This is an optimization exercise on Yosys and OpenROAD, whose aim is small area, not a production implementation.
Where RTL was checked, it was by simulation tests only, not by an equivalence proof against the original.

==> inputs of tundra <==
## blatesbox_core
module blatesbox_core (
    input  wire       clk,
    input  wire       rst,
    input  wire       tick,
    input  wire       btn,
    input  wire [7:0] sample,
    output reg        disp_data,
    output reg        disp_clk,
    output reg        disp_latch,
    output wire       beep
);
==> flow/config.mk <==
export PLATFORM = sky130hd
export DESIGN_NAME = blatesbox_core
export DESIGN_NICKNAME = blatesbox_core
export VERILOG_FILES = /design/flow/design.v
export SDC_FILE = /design/flow/constraint.sdc
export NUM_CORES = 4
export LEC_CHECK = 0
export ABC_AREA = 1
export CAP_MARGIN = 20
export CORE_MARGIN = 2
export CORE_UTILIZATION = 70
export CTS_BUF_LIST = sky130_fd_sc_hd__clkbuf_8
export PLACE_DENSITY = 0.8
export SLEW_MARGIN = 20
==> flow/constraint.sdc <==
create_clock -name core_clock -period 10.0 [get_ports {clk}]
set_input_delay 2.0000 -clock core_clock [delete_from_list [all_inputs] [get_ports {clk}]]
set_output_delay 2.0000 -clock core_clock [all_outputs]
set_load 0.01 [all_outputs]
standard.sh (not shown) runs the stock make flow with config.mk's settings and CLKGATE_MAP_FILE= SYNTH_SCRIPT=/design/flow/synth_recipe.tcl, a recipe that flattens the netlist after the stock synthesis.
==> flow/flow/run.sh <==
#!/bin/bash
# Own layout flow: the standard synthesis, then the combinational logic of
# the synthesised netlist is re-mapped with an area-oriented ABC script
# (flow/reabc.sh; every flip-flop instance keeps its name, cell type and
# connections), then the standard layout from floorplan to finish, with
# the port buffers made of the smallest buffer cell (buf_1).
# Each tool's output goes to its own log file in the work folder.
set -euo pipefail
W=$(pwd)
R=$W/orfs/results/${FLOW_PLATFORM}/blatesbox_core/base
bash standard.sh synth > synth.log 2>&1
cp "$R/1_2_yosys.v" 1_2_yosys.standard.v
bash flow/reabc.sh 1_2_yosys.standard.v 1_2_yosys.reabc.v reabc.log
cp 1_2_yosys.reabc.v "$R/1_2_yosys.v"
rm -f "$R/1_synth.odb" "$R/1_synth.sdc"
bash standard.sh finish "BUFFER_PORTS_ARGS=-buffer_cell sky130_fd_sc_hd__buf_1" > layout.log 2>&1
==> flow/flow/reabc.sh <==
#!/bin/bash
# reabc.sh IN.v OUT.v LOG : re-map the combinational logic of a synthesised
# sky130hd netlist with an area-oriented ABC script; flip-flop instances
# (names, cell types and connections) are kept as they are.
set -euo pipefail
IN=$1; OUT=$2; LOG=$3
LIB=${FLOW_HOME:-/OpenROAD-flow-scripts/flow}/platforms/sky130hd/lib/sky130_fd_sc_hd__tt_025C_1v80.lib
DU=""
for c in $(grep -o 'sky130_fd_sc_hd__\(probe\|lpflow\)[a-z0-9_]*' $LIB | sort -u); do DU="$DU -dont_use $c"; done
SCRIPT=${ABC_SCRIPT:-"+strash;&get,-n;&deepsyn,-T,60;&put;strash;dch;map,-a;strash;dch;map,-a;topo;dnsize"}
FF=$(grep -o 'sky130_fd_sc_hd__[a-z0-9_]*df[a-z0-9_]*' $IN | sort -u | tr '\n' ' ')
cat > reabc.ys <<EOY
read_liberty -ignore_miss_func $LIB
read_verilog $IN
hierarchy -top blatesbox_core
setattr -mod -set blackbox 1 $FF
flatten
opt_clean -purge
abc -liberty $LIB $DU -script $SCRIPT
setundef -zero
opt_clean -purge
hilomap -singleton -hicell sky130_fd_sc_hd__conb_1 HI -locell sky130_fd_sc_hd__conb_1 LO
insbuf -buf sky130_fd_sc_hd__buf_4 A X
splitnets
opt_clean -purge
blackbox sky130_fd_sc_hd__*
read_liberty -lib $LIB
stat -liberty $LIB
write_verilog -noattr -nohex -nodec $OUT
EOY
${YOSYS_EXE:-$(command -v yosys || echo ${FLOW_HOME}/../tools/install/yosys/bin/yosys)} -s reabc.ys > $LOG 2>&1
==> indigo: changes against tundra <==
--- a/flow/design.v
+++ b/flow/design.v
@@ -30,11 +30,11 @@
     wire fg_map  = fg_step && !frl && fs == F_MAP;
     wire fg_rl   = fg_step && frl;
     wire fg_beep = fg_step && !frl && fs == F_BEEP;
     wire fg_clr  = fg_step && !frl && fs == F_CLR;
     reg  [2:0] d0, d1;
-    reg  [7:0] pat;    
+    reg  [7:0] pat;
     wire die_face = (d0[1]) | (d0[0]) | (d0[2]);
     wire die_nbr  = fg_die && die_face;
     wire die_uni  = fg_die && !die_face;
     wire d0_23 = (d0[1] & !d0[2]);
     wire d1_23 = (d1[1] & !d1[2]);
@@ -90,26 +90,26 @@
     assign uni_code[1] = (!m3a[1] & m3b[0]) | (!m3a[0] & m3b[1]) | (m3a[1] & !m3b[0]) | (m3a[0] & !m3b[1]);
     assign uni_code[2] = (m3a[1] & !m3b[1] & o1[0]) | (!m3a[1] & m3b[1] & o1[0]) | (m3a[1] & m3b[1] & !o1[0]) | (m3a[0] & m3b[0] & o1[0]) | (m3a[0] & !m3b[0] & !m3b[1] & !o1[0]) | (!m3a[0] & !m3b[0] & !m3b[1] & o1[0]) | (!m3a[0] & !m3a[1] & m3b[0] & !o1[0]);
     assign nbr[0] = (!bv[1] & !d0[0] & !d0[2]) | (!bv[0] & !d0[1] & d0[2]) | (bv[0] & d0[0] & !d0[1]) | (!bv[1] & d0[0] & d0[2]) | (bv[0] & !d0[0] & d0[1] & d0[2]) | (!bv[0] & d0[0] & d0[1] & !d0[2]);
     assign nbr[1] = (bv[0]) | (bv[1] & !d0[0] & !d0[1]) | (!bv[1] & !d0[1] & !d0[2]) | (!bv[1] & !d0[0] & d0[1] & d0[2]) | (bv[1] & d0[0] & d0[1] & !d0[2]);
     assign nbr[2] = (bv[1]);
+    function [3:0] dots(input [2:0] f, input r);
+        dots = {(f[2]) | (r & f[1]), (!f[0] & f[1] & f[2]), (f[2]) | (!r & f[1]), (f[0])};
+    endfunction
     wire rr0 = bv[0];
     wire rr1 = d0_23 ? bv[1] : bv[0];
     reg  [4:0]  vel;
-    reg  [4:0]  ru;
-    reg  [5:0]  rr;
+    reg  [10:0] rd;
     reg  [7:0]  fc, hc;
     reg  [5:0]  bc;
     reg         rp;
     wire vel_nz   = (vel != 5'd0);
     wire fc_zero  = (fc == 8'd1);
     wire do_blink = fc_zero && !vel_nz && (d0 != d1);
     wire do_blank = (hc == 8'd128);
     wire bc_end   = (bc == 6'd32);
-    wire rr_end = !(rr[0] | rr[1] | rr[2] | rr[3] | rr[4]);
-    wire rr_wrap = rr_end && rr[5];
-    wire roll_due = vel_nz && rr_end && !(ru[0] | ru[2] | ru[3] | ru[4]);
+    wire roll_due = vel_nz && !(rd[0] | rd[1] | rd[2] | rd[3] | rd[4] | rd[5] | rd[6] | rd[7] | rd[8] | rd[10]);
     wire [4:0] vel_roll, vel_press;
     assign vel_roll[0] = (vel[0] & vel[3]) | (!btn_q & !vel[2] & !vel[3] & vel[4]);
     assign vel_roll[1] = (btn_q & !vel[2] & vel[3]) | (!btn_q & !vel[0] & !vel[3]) | (!btn_q & vel[2] & vel[4]) | (btn_q & !vel[2] & vel[4]) | (!btn_q & vel[1] & vel[2]) | (vel[1] & vel[2] & !vel[3] & !vel[4]);
     assign vel_roll[2] = (!btn_q & !vel[1] & vel[3]) | (btn_q & !vel[0] & !vel[3]) | (vel[0] & vel[1] & vel[3]) | (!btn_q & vel[2] & vel[3]) | (btn_q & vel[1] & !vel[2] & !vel[4]);
     assign vel_roll[3] = (!btn_q & !vel[2] & vel[3]) | (btn_q & !vel[0] & !vel[1]) | (vel[0] & vel[2]) | (btn_q & vel[2] & !vel[3]) | (!btn_q & vel[1] & !vel[3] & !vel[4]) | (!btn_q & vel[0]);
@@ -117,34 +117,37 @@
     assign vel_press[0] = (vel[0]) | (!vel[3] & vel[4]) | (vel[2] & vel[4]);
     assign vel_press[1] = (vel[3] & vel[4]) | (!vel[1] & !vel[2]) | (vel[0]) | (!vel[1] & vel[3]);
     assign vel_press[2] = (vel[1] & !vel[2]) | (vel[0]) | (vel[1] & !vel[3] & !vel[4]);
     assign vel_press[3] = (!vel[3]) | (vel[0]) | (vel[2] & !vel[4]);
     assign vel_press[4] = (vel[4]) | (!vel[1] & vel[2]) | (vel[1] & !vel[2] & !vel[3]);
-    wire [4:0] ru_new;
-    assign ru_new[0] = (vel[0]) | (!vel[3] & vel[4]) | (!btn_q & !vel[1] & vel[4]) | (btn_q & vel[1] & vel[4]) | (!btn_q & !vel[1] & !vel[3]);
-    assign ru_new[1] = (vel[2] & vel[3] & vel[4]) | (btn_q & vel[1] & !vel[2] & vel[4]) | (!btn_q & vel[0]) | (!btn_q & !vel[1] & !vel[3]) | (!btn_q & vel[2] & vel[4]) | (vel[1] & vel[3] & vel[4]);
-    assign ru_new[2] = (!btn_q & vel[1] & !vel[4]) | (btn_q & !vel[1] & !vel[4]) | (!vel[2] & vel[3] & !vel[4]) | (btn_q & !vel[1] & !vel[2]) | (!vel[0] & !vel[2] & !vel[3] & vel[4]) | (!btn_q & !vel[0] & vel[2] & vel[4]) | (btn_q & vel[0] & !vel[2]) | (btn_q & vel[2] & !vel[3] & !vel[4]);
-    assign ru_new[3] = (vel[0]) | (vel[2] & !vel[3] & vel[4]) | (!vel[1] & !vel[2] & vel[4]) | (!btn_q & !vel[2] & !vel[3]);
-    assign ru_new[4] = (vel[0]) | (!vel[2] & vel[3] & !vel[4]) | (btn_q & !vel[3] & !vel[4]) | (!btn_q & vel[1] & vel[4]) | (btn_q & !vel[1] & vel[2]) | (!btn_q & vel[1] & vel[2]) | (!btn_q & vel[3] & !vel[4]);
+    wire [10:0] rd_new;
+    assign rd_new[0] = (vel[0] & vel[2]) | (!btn_q & vel[0]);
+    assign rd_new[1] = (btn_q & !vel[3]) | (!vel[2] & !vel[4]) | (!btn_q & !vel[0] & vel[2] & vel[3]) | (!vel[0] & !vel[1] & !vel[2]) | (vel[1] & vel[2] & !vel[3]) | (btn_q & !vel[1] & !vel[4]);
+    assign rd_new[2] = (!btn_q & !vel[0] & vel[4]) | (btn_q & !vel[3] & vel[4]) | (btn_q & vel[0] & !vel[2]) | (!vel[0] & vel[2] & vel[4]);
+    assign rd_new[3] = (btn_q & !vel[0] & vel[3] & vel[4]) | (!btn_q & !vel[0] & vel[2] & vel[4]) | (btn_q & vel[1] & !vel[2] & vel[4]) | (!btn_q & !vel[1] & !vel[3]) | (vel[1] & !vel[2] & vel[3] & vel[4]) | (!btn_q & !vel[2] & !vel[3] & !vel[4]);
+    assign rd_new[4] = (!btn_q & vel[2]) | (btn_q & !vel[3]) | (!vel[2] & !vel[4]) | (!btn_q & vel[0]) | (vel[0] & vel[2]) | (btn_q & !vel[0] & !vel[2]) | (!btn_q & !vel[1]) | (!vel[1] & !vel[4]);
+    assign rd_new[5] = (!vel[2] & !vel[3] & !vel[4]) | (btn_q & vel[0] & !vel[3]) | (!btn_q & vel[2] & !vel[3] & vel[4]) | (btn_q & !vel[0] & !vel[1] & !vel[2] & vel[4]) | (!btn_q & !vel[1] & vel[2] & vel[3] & !vel[4]);
+    assign rd_new[6] = (vel[0]) | (!btn_q & !vel[3] & vel[4]) | (!btn_q & !vel[2] & !vel[3]) | (btn_q & !vel[1] & !vel[2] & vel[4]);
+    assign rd_new[7] = (vel[0]) | (!vel[2] & !vel[3]) | (btn_q & vel[3] & vel[4]) | (!btn_q & !vel[1] & vel[2]) | (!btn_q & vel[1] & vel[4]);
+    assign rd_new[8] = (vel[0]) | (!btn_q & !vel[3] & vel[4]) | (!btn_q & !vel[1] & !vel[3]) | (btn_q & vel[1] & vel[3] & vel[4]);
+    assign rd_new[9] = (vel[0] & vel[1]) | (!btn_q & vel[2] & vel[4]) | (vel[0] & vel[2]) | (!btn_q & vel[0]) | (btn_q & !vel[2] & !vel[3] & vel[4]);
+    assign rd_new[10] = (vel[2] & !vel[3] & vel[4]) | (btn_q & vel[0] & !vel[2]) | (!btn_q & !vel[0] & !vel[2] & !vel[3]) | (!vel[0] & !vel[1] & !vel[2] & vel[4]);
     assign beep = (bc != 6'd0);
-    reg        sblank, smore, sba;
-    wire       sact = sblank || !smore;
+    reg        sblank, smore, sba;   
+    reg        sact;
     reg  [4:0] sk;
     assign sa = sact;
     wire [4:0] ek = sact ? sk : fp[4:0];
     wire [2:0] ei = ek[4:2];
     wire [1:0] ep = ek[1:0];
-    wire       eblank = sblank;
+    wire       eblank = sact && sblank;
     wire [4:0] ek_next = {ei + {2'b00, ep[1]},
                           ep == 2'd0 ? 2'd1 :
                           ep == 2'd1 ? 2'd2 :
                           ep == 2'd2 ? ((ei == 3'd7) ? 2'd3 : {1'b0, eblank}) : 2'd3};
     wire       e_end = (ep == 2'd3) && (eblank ? ei[0] : ei[1]);
     wire       ev_go = sact || fg_rl;
-    wire [3:0] pd = ei[2] ? pat[7:4] : pat[3:0];
-    wire       dot_bit;
-    assign dot_bit = (pd[3] & ei[0]) | (pd[1] & !ei[0] & !ei[1]) | (!pd[1] & pd[2] & pd[3] & ei[1]) | (pd[0] & pd[2] & ei[0] & ei[1]) | (!pd[0] & pd[2] & ei[0] & !ei[1]);
     always @(posedge clk) begin
         if (take_tick)
             sk <= 5'b00001;
         else if (e_end)
             sk <= {4'b0000, !smore};
@@ -152,50 +155,41 @@
             sk <= ek_next;
     end
     always @(posedge clk) begin
         btn_q <= btn;
         if (rst) begin
-            vel <= 5'd0; ru <= 5'd0; rr <= 6'd0; fc <= 8'd1; hc <= 8'd0; bc <= 6'd0; rp <= 1'b0;
+            vel <= 5'd0; rd <= 11'd0; fc <= 8'd1; hc <= 8'd0; bc <= 6'd0; rp <= 1'b0;
             d0 <= 3'd0; d1 <= 3'd0; pat <= 8'd0;
             epend <= 1'b0; tpend <= 1'b0;
             fp <= {2'b00, F_INIT};
-            sblank <= 1'b0; smore <= 1'b1; sba <= 1'b0;
+            sact <= 1'b0;
             disp_data <= 1'b0; disp_clk <= 1'b0; disp_latch <= 1'b0;
         end else begin
             if (take_tick) begin
                 fc <= {fc[6:0], fc[7] ^ fc[5] ^ fc[4] ^ fc[3]};
                 hc <= {hc[6:0], (hc[7] ^ hc[5] ^ hc[4] ^ hc[3]) & !do_blank};
                 bc <= {bc[4:0], (bc[5] ^ bc[4]) & !bc_end};
-                if (roll_due) begin
-                    ru <= ru_new;
-                    rr <= (vel_roll == 5'd0) ? 6'd0 : 6'd10;
-                end else begin
-                    rr <= rr_wrap ? 6'd10 : {rr[4:0], rr[5] ^ rr[4]};
-                    if (rr_wrap) ru <= {ru[3:0], ru[0] ^ ru[1] ^ ru[2] ^ ru[4]};
-                end
+                rd <= roll_due ? rd_new : {rd[9:0], rd[1] ^ rd[6] ^ rd[9] ^ rd[10]};
                 if (roll_due) begin
                     vel <= vel_roll;
                     rp  <= 1'b1;
                     if (vel_roll == 5'd0) hc <= 8'd173;
                 end
-                sblank <= do_blink || do_blank;
-                smore  <= do_blink || !do_blank;
-                sba    <= do_blink && do_blank;
+                sact   <= do_blink || do_blank;
+                sblank <= 1'b1;
+                smore  <= do_blink;
+                sba    <= do_blank;
             end
             if (sact) begin
                 if (e_end) begin
-                    if (sblank && smore) begin
+                    if (smore) begin
                         smore  <= 1'b0;
                         sblank <= 1'b0;
                     end else if (!sblank && sba) begin
                         sblank <= 1'b1;
-                        sba    <= 1'b0;
-                    end else begin
-                        sblank <= 1'b0;
-                        smore  <= 1'b1;
-                        sba    <= 1'b0;
-                    end
+                    end else
+                        sact <= 1'b0;
                 end
             end
             if (take_edge && !btn_q) vel <= vel_press;
             if (fg_init) fp <= {2'b00, F_WREL};
             if (fg_wrel && btn_q) fp <= {2'b00, F_ARM};
@@ -205,20 +199,20 @@
                 d0 <= d1; d1 <= die_nbr ? nbr : uni_code;
                 fp <= {2'b00, fs[0] ? F_MAP : F_DIE1};
             end
             if (die_uni && !uni_ok) fp <= {4'b0011, fs[1:0]};
             if (fg_map) begin
-                pat <= {d1, rr1, d0, rr0};
+                pat <= {dots(d1, rr1), dots(d0, rr0)};
                 fp <= 6'b100000;
             end
             if (fg_rl) begin
                 fp <= e_end ? {2'b00, F_BEEP} : {1'b1, ek_next};
             end
             if (fg_beep) begin bc <= 6'd10; fp <= {2'b00, F_CLR}; end
             if (fg_clr) begin rp <= 1'b0; fp <= {2'b00, F_POLL}; end
             if (ev_go) begin
-                if (ep == 2'd0 || (ep == 2'd3 && ei == 3'd2)) disp_data <= (ep == 2'd0) & dot_bit;
+                if (ep == 2'd0 || (ep == 2'd3 && ei == 3'd2)) disp_data <= (ep == 2'd0) & pat[ei];
                 if (ep == 2'd1 || ep == 2'd2) disp_clk <= !ep[1];
                 if (ep == 2'd3 && !ei[1]) disp_latch <= !ei[0];
             end
             epend <= (!take_edge && epend) || ((btn != btn_q) && en);
             tpend <= (!take_tick && tpend) || (tick && en);
==> flow/flow/run.sh (replaced) <==
#!/bin/bash
# Own layout flow: the standard synthesis, then the combinational logic of
# the synthesised netlist is re-mapped with an area-oriented ABC script
# (flow/reabc.sh; every flip-flop instance keeps its name, cell type and
# connections), then the standard layout from floorplan to finish.
# Each tool's output goes to its own log file in the work folder.
set -euo pipefail
W=$(pwd)
R=$W/orfs/results/${FLOW_PLATFORM}/blatesbox_core/base
bash standard.sh synth > synth.log 2>&1
cp "$R/1_2_yosys.v" 1_2_yosys.standard.v
bash flow/reabc.sh 1_2_yosys.standard.v 1_2_yosys.reabc.v reabc.log
cp 1_2_yosys.reabc.v "$R/1_2_yosys.v"
rm -f "$R/1_synth.odb" "$R/1_synth.sdc"
bash standard.sh finish > layout.log 2>&1
--- a/flow/flow/reabc.sh
+++ b/flow/flow/reabc.sh
@@ -5,11 +5,11 @@
 set -euo pipefail
 IN=$1; OUT=$2; LOG=$3
 LIB=${FLOW_HOME:-/OpenROAD-flow-scripts/flow}/platforms/sky130hd/lib/sky130_fd_sc_hd__tt_025C_1v80.lib
 DU=""
 for c in $(grep -o 'sky130_fd_sc_hd__\(probe\|lpflow\)[a-z0-9_]*' $LIB | sort -u); do DU="$DU -dont_use $c"; done
-SCRIPT=${ABC_SCRIPT:-"+strash;&get,-n;&deepsyn,-T,60;&put;strash;dch;map,-a;strash;dch;map,-a;topo;dnsize"}
+SCRIPT=${ABC_SCRIPT:-"+strash;dch;map,-a;strash;dch;map,-a;topo;dnsize"}
 FF=$(grep -o 'sky130_fd_sc_hd__[a-z0-9_]*df[a-z0-9_]*' $IN | sort -u | tr '\n' ' ')
 cat > reabc.ys <<EOY
 read_liberty -ignore_miss_func $LIB
 read_verilog $IN
 hierarchy -top blatesbox_core
==> willow: changes against tundra <==
--- a/flow/flow/run.sh
+++ b/flow/flow/run.sh
@@ -1,8 +1,9 @@
 #!/bin/bash
 # Own layout flow: the standard synthesis, then the combinational logic of
 # the synthesised netlist is re-mapped with an area-oriented ABC script
+# (deepsyn, then choice computation and area mapping with amap)
 # (flow/reabc.sh; every flip-flop instance keeps its name, cell type and
 # connections), then the standard layout from floorplan to finish, with
 # the port buffers made of the smallest buffer cell (buf_1).
 # Each tool's output goes to its own log file in the work folder.
 set -euo pipefail
--- a/flow/flow/reabc.sh
+++ b/flow/flow/reabc.sh
@@ -5,11 +5,11 @@
 set -euo pipefail
 IN=$1; OUT=$2; LOG=$3
 LIB=${FLOW_HOME:-/OpenROAD-flow-scripts/flow}/platforms/sky130hd/lib/sky130_fd_sc_hd__tt_025C_1v80.lib
 DU=""
 for c in $(grep -o 'sky130_fd_sc_hd__\(probe\|lpflow\)[a-z0-9_]*' $LIB | sort -u); do DU="$DU -dont_use $c"; done
-SCRIPT=${ABC_SCRIPT:-"+strash;&get,-n;&deepsyn,-T,60;&put;strash;dch;map,-a;strash;dch;map,-a;topo;dnsize"}
+SCRIPT=${ABC_SCRIPT:-"+strash;&get,-n;&deepsyn,-T,30;&put;dch;amap;topo;dnsize"}
 FF=$(grep -o 'sky130_fd_sc_hd__[a-z0-9_]*df[a-z0-9_]*' $IN | sort -u | tr '\n' ' ')
 cat > reabc.ys <<EOY
 read_liberty -ignore_miss_func $LIB
 read_verilog $IN
 hierarchy -top blatesbox_core
CTS_CLUSTER_DIAMETER = 60   (was default)
CTS_CLUSTER_SIZE = 30   (was default)
GPL_TIMING_DRIVEN = 0   (was default)
==> metrics.sh <==
RESULT_OF_THE_RUN='complete, no violations'
MULTIINPUTGATEAREA_UM2=2980
DPL.HPWL_UM=10040
TOTAL_POWER_DIVIDED_BY_CELL_AREA_nW_PER_UM2=301.7
SWITCHING_SHARE_OF_POWER_PCT=49.57
DETAIL_ROUTE.ITER0.VIOLATIONS=398
NETS=828
STANDARD_CELL_ROW_COUNT=32
SLOWEST_STAGE='sky130_fd_sc_hd__o21ai_1'
INTERNAL_POWER_uW=912.1
DIE_Y_EXTENT_UM=92.46
LARGEST_NET_DEGREE_AT_THE_START_OF_GLOBAL_ROUTING=22
PRECTSSETUPSLACK_NS=-1.097
N_MULTI_INPUT_COMBINATIONAL_CELL=549
FLOORPLAN.DIE_AREA_UM2=8549
CORE-AREA_UM2=7647
NUMBER_OF_GLOBAL_ROUTE_VIAS_BEFORE_REPAIR=5322
MAX_SLEW_MARGIN_PCT=37.62
-- figures above: willow

==> metrics.sh <==
NFLOPSANDLATCHES=105
STANDARD_CELL_ROW_COUNT=32
NETLIST_AREA_UM2=5728
N_MULTI_INPUT_COMBINATIONAL_CELL=601
LARGEST_NET_DEGREE_AT_THE_START_OF_GLOBAL_ROUTING=29
DIE_WIDTH_UM=94.46
NETS=903
DIE_Y_EXTENT_UM=94.46
INTERNAL_POWER_mW=1.099
MULTI_INPUT_GATE_SHARE_OF_TOTAL_CELL_AREA_PCT=49.93
DETAIL_ROUTE.ITER0.VIOLATIONS=430
MULTIINPUTGATEAREA_UM2=3090
PLACEDCELLCOUNT=981
CORE-AREA_UM2=7848
MAX_SLEW_MARGIN_PCT=36.85
RESULT_OF_THE_RUN='complete, no violations'
NUMBER_OF_GLOBAL_ROUTE_VIAS_BEFORE_REPAIR=5540
SWITCHING_SHARE_OF_POWER_PCT=52.03
SLOWEST_STAGE='sky130_fd_sc_hd__or2_2'
-- figures above: tundra

==> metrics.sh <==
MULTIINPUTGATEAREA_UM2=3373
DIE_Y_EXTENT_UM=96.77
DPL.HPWL_UM=11400
N_MULTI_INPUT_COMBINATIONAL_CELL=657
SLOWEST_STAGE='sky130_fd_sc_hd__clkdlybuf4s50_1'
NUMBER_OF_GLOBAL_ROUTE_VIAS_BEFORE_REPAIR=5991
INTERNAL_POWER_mW=1.142
STANDARD_CELL_ROW_COUNT=33
TOTAL_POWER_DIVIDED_BY_CELL_AREA_nW_PER_UM2=372.3
RESULT_OF_THE_RUN='complete, no violations'
NETS=937
LARGEST_NET_DEGREE_AT_THE_START_OF_GLOBAL_ROUTING=33
FLOORPLAN.DIE_AREA_UM2=9364
DETAIL_ROUTE.ITER0.VIOLATIONS=426
-- figures above: indigo

For indigo, only the layout was checked, not whether the RTL still works.

separate check: timing with driven ports:
No port has a modelled driver above. Below, the same layouts with a new extraction and two added sets of constraints.
Step 1: set_driving_cell puts a clkbuf_16 on clk and a buf_2 on each other input, an assumption about the parent block.
Step 2 also shifts input and output timing later by t, the mid clock arrival at the registers, as if the neighbouring blocks saw the same clock.
Three values: no drivers, after step 1, after step 2; two values: the first two.
| run | t (ns) | slack for setup (ns) | worst hold slack (ns) | worst setup path at the end | latest minus earliest clock arrival (ns) |
|---|---|---|---|---|---|
| tundra | 0.420 | 0.684 / 0.690 / 0.270 | 0.475 / 0.475 / 0.475 | input to register | 0.015 / 0.016 |
| indigo | 0.410 | 1.475 / 1.488 / 1.078 | 0.460 / 0.460 / 0.460 | input to register | 0.011 / 0.012 |
| willow | 0.400 | 0.620 / 0.613 / 0.213 | 0.467 / 0.467 / 0.467 | input to register | 0.015 / 0.015 |
After both steps setup and hold are still met in every run listed. The setup slack of tundra, which loses most, moves by +0.006 ns with the drivers and by -0.414 ns with both steps.
